Context: an optimization exercise on an open-source flow, tuned for small area, a short achievable clock period and few clock cycles. The choices shown serve that exercise and are no tape-out recipe.
At most, simulation tests tie the RTL to the original design; equivalence was not proved.
Power is estimated from default activity; no workload was simulated.

==> flow/design.v <==
module intlit_parse (
    input  wire        clk,
    input  wire        rst,
    input  wire        cmd_valid,
    output wire        cmd_ready,
    input  wire [31:0] cmd,
    input  wire [31:0] soft_code,
    input  wire [31:0] hard_code,
    input  wire        tok_empty,
    input  wire        ch_valid,
    output wire        ch_ready,
    input  wire [7:0]  ch_data,
    input  wire        ch_last,
    output wire        rsp_valid,
    input  wire        rsp_ready,
    output wire [3:0]  rsp_status,
    output wire [31:0] rsp_code,
    output wire [31:0] rsp_word0,
    output wire [31:0] rsp_word1
);
    localparam [3:0] P_START  = 4'd0;   
    localparam [3:0] P_NEG    = 4'd1;   
    localparam [3:0] P_BANG   = 4'd2;   
    localparam [3:0] P_BANG0  = 4'd3;   
    localparam [3:0] P_ZERO   = 4'd4;   
    localparam [3:0] P_HEXPFX = 4'd5;   
    localparam [3:0] P_HEX    = 4'd6;   
    localparam [3:0] P_DEC    = 4'd7;   
    localparam [3:0] P_ERR    = 4'd8;   
    reg        s_tok;
    reg        s_rsp;
    reg        ref_cmd;     
    reg        ref_type;    
    reg        sgn;         
    reg  [5:0] wm1;         
    reg [31:0] soft_q;
    reg [31:0] hard_q;
    reg  [3:0] pstate;
    reg        neg_q;
    reg [63:0] acc;         
    reg        ovf;         
    wire cmd_fire = cmd_valid && cmd_ready;
    wire ch_fire  = ch_valid && s_tok;
    assign cmd_ready = !s_tok && (!s_rsp || rsp_ready);
    assign ch_ready  = s_tok;
    assign rsp_valid = s_rsp;
    always @(posedge clk) begin
        if (rst) begin
            s_tok <= 1'b0;
            s_rsp <= 1'b0;
        end else if (cmd_fire) begin
            s_tok <= !tok_empty;
            s_rsp <= tok_empty;
        end else if (ch_fire && ch_last) begin
            s_tok <= 1'b0;
            s_rsp <= 1'b1;
        end else if (s_rsp && rsp_ready) begin
            s_rsp <= 1'b0;
        end
    end
    always @(posedge clk) begin
        if (cmd_fire) begin
            ref_cmd  <= (cmd[3:0] != 4'h1) || cmd[4] || (cmd[7:6] != 2'b00) ||
                        (cmd[31:16] != 16'h0000);
            ref_type <= (cmd[15:8] == 8'd0) || (cmd[15:8] > 8'd64);
            sgn      <= cmd[5];
            wm1      <= cmd[13:8] - 6'd1;
            soft_q   <= soft_code;
            hard_q   <= hard_code;
        end
    end
    wire       is_dec   = (ch_data >= "0") && (ch_data <= "9");
    wire       is_alpha = ((ch_data >= "a") && (ch_data <= "f")) ||
                          ((ch_data >= "A") && (ch_data <= "F"));
    wire       is_hex   = is_dec || is_alpha;
    wire [3:0] hex_val  = is_alpha ? (ch_data[3:0] + 4'd9) : ch_data[3:0];
    wire hexmode = (pstate == P_HEXPFX) || (pstate == P_HEX);
    wire acc_en  = ch_fire && (hexmode ? is_hex : is_dec);
    wire [2:0]  lo  = {1'b0, acc[1:0]} + {1'b0, ch_data[3:1]};
    wire        c2  = lo[2];
    wire [60:0] gg, pp, p0;
    ilp_mul5_pg u_pg (.a(acc), .g(gg), .p(pp), .p0(p0));
    wire [61:0] cy  = {gg | (pp & {61{c2}}), c2};      
    wire [63:0] dec_next = {p0 ^ cy[60:0], lo[1:0], ch_data[0]};
    wire        dec_ovf  = (acc[63:61] != 3'd0) || cy[61];
    wire [63:0] hex_next = {acc[59:0], hex_val};
    wire        hex_ovf  = acc[63:60] != 4'd0;
    wire [63:0] acc_next = hexmode ? hex_next : dec_next;
    wire        ovf_next = ovf || (hexmode ? hex_ovf : dec_ovf);
    wire [63:0] ge_wm1;
    ilp_therm u_therm (.t(wm1), .ge(ge_wm1));
    wire [63:0] ge_w = {ge_wm1[62:0], 1'b0};
    wire [7:0] hi_w_d, hi_wm1_d, lo_wm1_d;
    ilp_anyset u_hi_w   (.a(acc_next), .m(ge_w),    .y(hi_w_d));      
    ilp_anyset u_hi_wm1 (.a(acc_next), .m(ge_wm1),  .y(hi_wm1_d));    
    ilp_anyset u_lo_wm1 (.a(acc_next), .m(~ge_wm1), .y(lo_wm1_d));    
    reg [7:0] hi_w_q, hi_wm1_q, lo_wm1_q;
    wire [15:0] go_d;
    genvar gq;
    generate for (gq = 0; gq < 16; gq = gq + 1) begin : g_go
        assign go_d[gq] = |acc_next[4*gq+3:4*gq];
    end endgenerate
    reg  [15:0] go_q;
    always @(posedge clk) begin
        if (cmd_fire) begin
            acc    <= 64'd0;
            ovf    <= 1'b0;
            hi_w_q   <= 8'd0;
            hi_wm1_q <= 8'd0;
            lo_wm1_q <= 8'd0;
            go_q     <= 16'd0;
        end else if (acc_en) begin
            acc    <= acc_next;
            ovf    <= ovf_next;
            hi_w_q   <= hi_w_d;
            hi_wm1_q <= hi_wm1_d;
            lo_wm1_q <= lo_wm1_d;
            go_q     <= go_d;
        end
    end
    always @(posedge clk) begin
        if (cmd_fire) begin
            pstate <= P_START;
            neg_q  <= 1'b0;
        end else if (ch_fire) begin
            case (pstate)
                P_START: begin
                    if (ch_data == "-")      pstate <= P_NEG;
                    else if (ch_data == "!") pstate <= P_BANG;
                    else if (ch_data == "0") pstate <= P_ZERO;
                    else if (is_dec)         pstate <= P_DEC;
                    else                     pstate <= P_ERR;
                    neg_q <= (ch_data == "-");
                end
                P_NEG: begin
                    if (ch_data == "0")      pstate <= P_ZERO;
                    else if (is_dec)         pstate <= P_DEC;
                    else                     pstate <= P_ERR;
                end
                P_BANG:  pstate <= (ch_data == "0") ? P_BANG0  : P_ERR;
                P_BANG0: pstate <= (ch_data == "x") ? P_HEXPFX : P_ERR;
                P_ZERO: begin
                    if (ch_data == "x")      pstate <= P_HEXPFX;
                    else if (is_dec)         pstate <= P_DEC;
                    else                     pstate <= P_ERR;
                end
                P_HEXPFX: pstate <= is_hex ? P_HEX : P_ERR;
                P_HEX:    pstate <= is_hex ? P_HEX : P_ERR;
                P_DEC:    pstate <= is_dec ? P_DEC : P_ERR;
                default:  pstate <= P_ERR;
            endcase
        end
    end
    wire        w_gt32 = wm1[5];
    wire [63:0] lz;
    ilp_prefix_or u_lz (.a(acc), .go(go_q), .y(lz));
    wire        hi_w   = |hi_w_q;
    wire        hi_wm1 = |hi_wm1_q;
    wire        lo_wm1 = |lo_wm1_q;
    wire        nz     = hi_wm1 || lo_wm1;
    wire refused      = ref_cmd || ref_type;
    wire form_dec = (pstate == P_ZERO) || (pstate == P_DEC);
    wire form_hex = (pstate == P_HEX);
    wire nomatch  = !refused && !(form_dec || form_hex);
    wire parsed   = !refused && (form_dec || form_hex);
    wire m_w      = !neg_q && (form_hex || !sgn);    
    wire m_wm1    = !neg_q && !form_hex && sgn;      
    wire m_half   = neg_q && sgn;                    
    wire m_zero   = neg_q && !sgn;                   
    wire m_ext    = !neg_q && form_hex && sgn;       
    wire bad   = ovf || (m_w && hi_w) || (m_wm1 && hi_wm1) ||
                 (m_half && (hi_w || (hi_wm1 && lo_wm1))) || (m_zero && nz);
    wire ok    = parsed && !bad;
    wire oor = parsed && bad;
    wire ext   = m_ext && hi_wm1;
    wire [63:0] pattern = neg_q ? (acc ^ {lz[62:0], 1'b0}) : (acc | ({64{ext}} & ge_w));
    assign rsp_status = ref_cmd  ? 4'h8 :
                        ref_type ? 4'h9 :
                        nomatch  ? 4'h1 :
                        oor    ? 4'h2 : 4'h0;
    assign rsp_code   = ({32{nomatch}} & soft_q) | ({32{oor}} & hard_q);
    assign rsp_word0  = {32{ok}} & pattern[31:0];
    assign rsp_word1  = {32{ok && w_gt32}} & pattern[63:32];
endmodule
module ilp_mul5_pg (
    input  wire [63:0] a,
    output reg  [60:0] g,
    output reg  [60:0] p,
    output reg  [60:0] p0
);
    integer j, l, k;
    always @(*) begin
        for (j = 0; j < 61; j = j + 1) begin
            g[j]  = a[j] & a[j + 2];
            p[j]  = a[j] ^ a[j + 2];
            p0[j] = p[j];
        end
        for (l = 0; l < 6; l = l + 1)
            for (j = 0; j < 61; j = j + 1)
                if ((j >> l) & 1) begin
                    k = ((j >> l) << l) - 1;
                    g[j] = g[j] | (p[j] & g[k]);
                    p[j] = p[j] & p[k];
                end
    end
endmodule
module ilp_therm (
    input  wire [5:0]  t,
    output reg  [63:0] ge
);
    integer i;
    always @(*) for (i = 0; i < 64; i = i + 1) ge[i] = (i >= t);
endmodule
module ilp_anyset (
    input  wire [63:0] a,
    input  wire [63:0] m,
    output wire [7:0]  y
);
    wire [63:0] am = a & m;
    genvar k;
    generate for (k = 0; k < 8; k = k + 1) begin : g_k
        assign y[k] = |am[8*k+7:8*k];
    end endgenerate
endmodule
module ilp_prefix_or (
    input  wire [63:0] a,
    input  wire [15:0] go,
    output reg  [63:0] y
);
    reg [15:0] gp;              
    integer m, n, q;
    always @(*) begin
        gp = {go[14:0], 1'b0};
        for (n = 0; n < 4; n = n + 1)
            for (m = 0; m < 16; m = m + 1)
                if ((m >> n) & 1) begin
                    q = ((m >> n) << n) - 1;
                    gp[m] = gp[m] | gp[q];
                end
        for (m = 0; m < 64; m = m + 1) begin
            y[m] = gp[m >> 2];
            for (n = 0; n < 4; n = n + 1)
                if (n <= (m & 3))
                    y[m] = y[m] | a[(m & ~3) + n];
        end
    end
endmodule
clock: 7.0 ns
lec_check: 0
cap_margin: 20
core_margin: 2
core_utilization: 55
setup_slack_margin: 2.5
slew_margin: 20
synth_hierarchical: 1
standard.sh (not shown) runs the stock make flow with config.mk's settings and CLKGATE_MAP_FILE= SYNTH_SCRIPT=/design/flow/synth_recipe.tcl, a recipe that flattens the netlist after the stock synthesis.
==> flow/flow/run.sh <==
#!/bin/bash
# Standard ORFS layout, but with the port buffers built from the smallest
# plain buffer (buf_1) instead of the delay buffer buffer_ports picks by
# default; the resizer upsizes them where timing or fanout needs it.
set -euo pipefail
bash standard.sh synth > synth.log 2>&1
bash standard.sh "BUFFER_PORTS_ARGS=-buffer_cell sky130_fd_sc_hd__buf_1" finish > layout.log 2>&1
The first run went through all stages and came out clean.
Change:
--- a/flow/design.v
+++ b/flow/design.v
@@ -87,38 +87,30 @@
     wire        hex_ovf  = acc[63:60] != 4'd0;
     wire [63:0] acc_next = hexmode ? hex_next : dec_next;
     wire        ovf_next = ovf || (hexmode ? hex_ovf : dec_ovf);
     wire [63:0] ge_wm1;
     ilp_therm u_therm (.t(wm1), .ge(ge_wm1));
     wire [63:0] ge_w = {ge_wm1[62:0], 1'b0};
-    wire [7:0] hi_w_d, hi_wm1_d, lo_wm1_d;
+    wire [3:0] hi_w_d, hi_wm1_d, lo_wm1_d;
     ilp_anyset u_hi_w   (.a(acc_next), .m(ge_w),    .y(hi_w_d));      
     ilp_anyset u_hi_wm1 (.a(acc_next), .m(ge_wm1),  .y(hi_wm1_d));    
     ilp_anyset u_lo_wm1 (.a(acc_next), .m(~ge_wm1), .y(lo_wm1_d));    
-    reg [7:0] hi_w_q, hi_wm1_q, lo_wm1_q;
-    wire [15:0] go_d;
-    genvar gq;
-    generate for (gq = 0; gq < 16; gq = gq + 1) begin : g_go
-        assign go_d[gq] = |acc_next[4*gq+3:4*gq];
-    end endgenerate
-    reg  [15:0] go_q;
+    reg [3:0] hi_w_q, hi_wm1_q, lo_wm1_q;
     always @(posedge clk) begin
         if (cmd_fire) begin
             acc    <= 64'd0;
             ovf    <= 1'b0;
-            hi_w_q   <= 8'd0;
-            hi_wm1_q <= 8'd0;
-            lo_wm1_q <= 8'd0;
-            go_q     <= 16'd0;
+            hi_w_q   <= 4'd0;
+            hi_wm1_q <= 4'd0;
+            lo_wm1_q <= 4'd0;
         end else if (acc_en) begin
             acc    <= acc_next;
             ovf    <= ovf_next;
             hi_w_q   <= hi_w_d;
             hi_wm1_q <= hi_wm1_d;
             lo_wm1_q <= lo_wm1_d;
-            go_q     <= go_d;
         end
     end
     always @(posedge clk) begin
         if (cmd_fire) begin
             pstate <= P_START;
             neg_q  <= 1'b0;
@@ -150,13 +142,13 @@
                 default:  pstate <= P_ERR;
             endcase
         end
     end
     wire        w_gt32 = wm1[5];
     wire [63:0] lz;
-    ilp_prefix_or u_lz (.a(acc), .go(go_q), .y(lz));
+    ilp_prefix_or u_lz (.a(acc), .y(lz));
     wire        hi_w   = |hi_w_q;
     wire        hi_wm1 = |hi_wm1_q;
     wire        lo_wm1 = |lo_wm1_q;
     wire        nz     = hi_wm1 || lo_wm1;
     wire refused      = ref_cmd || ref_type;
     wire form_dec = (pstate == P_ZERO) || (pstate == P_DEC);
@@ -211,37 +203,26 @@
     integer i;
     always @(*) for (i = 0; i < 64; i = i + 1) ge[i] = (i >= t);
 endmodule
 module ilp_anyset (
     input  wire [63:0] a,
     input  wire [63:0] m,
-    output wire [7:0]  y
+    output wire [3:0]  y
 );
     wire [63:0] am = a & m;
-    genvar k;
-    generate for (k = 0; k < 8; k = k + 1) begin : g_k
-        assign y[k] = |am[8*k+7:8*k];
-    end endgenerate
+    assign y = {|am[63:48], |am[47:32], |am[31:16], |am[15:0]};
 endmodule
 module ilp_prefix_or (
     input  wire [63:0] a,
-    input  wire [15:0] go,
     output reg  [63:0] y
 );
-    reg [15:0] gp;              
     integer m, n, q;
     always @(*) begin
-        gp = {go[14:0], 1'b0};
-        for (n = 0; n < 4; n = n + 1)
-            for (m = 0; m < 16; m = m + 1)
+        y = a;
+        for (n = 0; n < 6; n = n + 1)
+            for (m = 0; m < 64; m = m + 1)
                 if ((m >> n) & 1) begin
                     q = ((m >> n) << n) - 1;
-                    gp[m] = gp[m] | gp[q];
-                end
-        for (m = 0; m < 64; m = m + 1) begin
-            y[m] = gp[m >> 2];
-            for (n = 0; n < 4; n = n + 1)
-                if (n <= (m & 3))
-                    y[m] = y[m] | a[(m & ~3) + n];
-        end
-    end
-endmodule
+                    y[m] = y[m] | y[q];
+                end
+    end
+endmodule
The new run completed without violations.
Clock skew fell by 0.0053 ns.
Final area fell by 4.4%.
Register-to-register slack degrades by 0.08 ns.
Sequential share of layout area fell by 2.2 points.
Routed wire length fell by 9.2%.
Flip-flop and latch count fell by 27.
Testbench counts after the change, summed over its fixed seeds: cycles 23,027.
For the first run of this note, only the layout was checked, not whether the RTL still works.

* * *

the reference run:
Another version of the RTL of intlit_parse (not shown whole).
Size: roughly 210 I/O pins.
clock: 7.0 ns
lec_check: 0
cap_margin: 20
core_margin: 2
core_utilization: 40
setup_slack_margin: 0
slew_margin: 20
synth_hierarchical: 1
Scripts as last shown in full above: flow/flow/run.sh
[inputs] the trial run vs the reference run
--- a/flow/design.v
+++ b/flow/design.v
@@ -83,45 +83,29 @@
     wire hexmode = (pstate == P_HEXPFX) || (pstate == P_HEX);
     wire acc_en  = ch_fire && (hexmode ? is_hex : is_dec);
     wire [2:0]  lo  = {1'b0, acc[1:0]} + {1'b0, ch_data[3:1]};
     wire        c2  = lo[2];
     wire [60:0] gg, pp, p0;
     ilp_mul5_pg u_pg (.a(acc), .g(gg), .p(pp), .p0(p0));
     wire [61:0] cy  = {gg | (pp & {61{c2}}), c2};      
     wire [63:0] dec_next = {p0 ^ cy[60:0], lo[1:0], ch_data[0]};
     wire        dec_ovf  = (acc[63:61] != 3'd0) || cy[61];
     wire [63:0] hex_next = {acc[59:0], hex_val};
     wire        hex_ovf  = acc[63:60] != 4'd0;
-    wire [63:0] acc_next = hexmode ? hex_next : dec_next;
-    wire        ovf_next = ovf || (hexmode ? hex_ovf : dec_ovf);
-    wire [63:0] ge_wm1;
-    ilp_therm u_therm (.age(age), .bge(bge), .ge(ge_wm1));
-    wire [63:0] ge_w = {ge_wm1[62:0], 1'b0};
-    wire hi_w_d, hi_wm1_d, lo_wm1_d;
-    ilp_anyset u_hi_w   (.a(acc_next), .m(ge_w),    .y(hi_w_d));      
-    ilp_anyset u_hi_wm1 (.a(acc_next), .m(ge_wm1),  .y(hi_wm1_d));    
-    ilp_anyset u_lo_wm1 (.a(acc_next), .m(~ge_wm1), .y(lo_wm1_d));    
-    reg hi_w, hi_wm1, lo_wm1;
     always @(posedge clk) begin
         if (cmd_fire) begin
-            acc    <= 64'd0;
-            ovf    <= 1'b0;
-            hi_w   <= 1'b0;
-            hi_wm1 <= 1'b0;
-            lo_wm1 <= 1'b0;
+            acc <= 64'd0;
+            ovf <= 1'b0;
         end else if (acc_en) begin
-            acc    <= acc_next;
-            ovf    <= ovf_next;
-            hi_w   <= hi_w_d;
-            hi_wm1 <= hi_wm1_d;
-            lo_wm1 <= lo_wm1_d;
+            acc <= hexmode ? hex_next : dec_next;
+            ovf <= ovf || (hexmode ? hex_ovf : dec_ovf);
         end
     end
     always @(posedge clk) begin
         if (cmd_fire) begin
             pstate <= P_START;
             neg_q  <= 1'b0;
         end else if (ch_fire) begin
             case (pstate)
                 P_START: begin
                     if (ch_data == "-")      pstate <= P_NEG;
                     else if (ch_data == "!") pstate <= P_BANG;
@@ -141,26 +125,33 @@
                     if (ch_data == "x")      pstate <= P_HEXPFX;
                     else if (is_dec)         pstate <= P_DEC;
                     else                     pstate <= P_ERR;
                 end
                 P_HEXPFX: pstate <= is_hex ? P_HEX : P_ERR;
                 P_HEX:    pstate <= is_hex ? P_HEX : P_ERR;
                 P_DEC:    pstate <= is_dec ? P_DEC : P_ERR;
                 default:  pstate <= P_ERR;
             endcase
         end
     end
+    wire [63:0] ge_wm1;
+    ilp_therm u_therm (.age(age), .bge(bge), .ge(ge_wm1));
+    wire [63:0] ge_w = {ge_wm1[62:0], 1'b0};
     wire        w_gt32 = !age[3];
+    wire hi_w, hi_wm1, lo_wm1;
+    ilp_anyset u_hi_w   (.a(acc), .m(ge_w),    .y(hi_w));      
+    ilp_anyset u_hi_wm1 (.a(acc), .m(ge_wm1),  .y(hi_wm1));    
+    ilp_anyset u_lo_wm1 (.a(acc), .m(~ge_wm1), .y(lo_wm1));    
     wire [63:0] lz;
     ilp_prefix_or u_lz (.a(acc), .y(lz));
-    wire        nz = hi_wm1 || lo_wm1;
+    wire        nz = lz[63];
     wire refused      = ref_cmd || ref_type;
     wire form_dec = (pstate == P_ZERO) || (pstate == P_DEC);
     wire form_hex = (pstate == P_HEX);
     wire nomatch  = !refused && !(form_dec || form_hex);
     wire parsed   = !refused && (form_dec || form_hex);
     wire m_w      = !neg_q && (form_hex || !sgn);    
     wire m_wm1    = !neg_q && !form_hex && sgn;      
     wire m_half   = neg_q && sgn;                    
     wire m_zero   = neg_q && !sgn;                   
     wire m_ext    = !neg_q && form_hex && sgn;       
     wire bad   = ovf || (m_w && hi_w) || (m_wm1 && hi_wm1) ||
Results
- As of the trial run, wire length of the first global-routing pass had fallen by a few percent compared to the reference run.
- Against the reference run, the trial run reports a non-clock buffer count that is lower.
- Reported combinational group power (the reference run / the trial run): 1.10
- Minimum period implied by the final worst setup slack sits higher in the trial run than in the reference run.
- Going from the reference run to the trial run, post-synthesis average cell area shrinks by about 3.6%.
No run of this note included a check of the RTL's function; only the layout flow was run.

[what the ideal ports hide]
The flow's constraints put no driver on any port. The routed layouts listed below were extracted and timed again, unchanged, in two steps.
Step 1 sets driving cells, clkbuf_16 on the clock port and buf_2 on the other inputs (assumed; they add their load-dependent delay and slew).
Step 2 moves the port delays by t, midway between the first and last clock arrival at a register: inputs arrive t later, outputs are due t later. That takes back most of the time a late clock gives input paths.
Three values: ideal ports, drivers, drivers and shift; two values: the first two.
| run | t, ns | setup WS [ns] | hold WS [ns] | clock arrival spread, ns |
|---|---|---|---|---|
| the first run of note 1 | 0.499 | 2.528 / 2.475 / 2.203 | 0.451 / 0.451 / 0.451 | 0.023 / 0.022 |
| the second run of note 1 | 0.476 | 2.621 / 2.572 / 2.426 | 0.470 / 0.470 / 0.470 | 0.016 / 0.015 |
| the reference run | 0.484 | 1.489 / 1.447 / 1.546 | 0.526 / 0.526 / 0.526 | 0.012 / 0.012 |
| the trial run | 0.495 | 0.895 / 0.843 / 1.338 | 0.499 / 0.499 / 0.499 | 0.014 / 0.014 |
After both steps setup and hold are still met in every run listed. For the first run of note 1, which loses most, drivers alone change the setup slack by -0.053 ns; drivers and shift together by -0.325 ns.
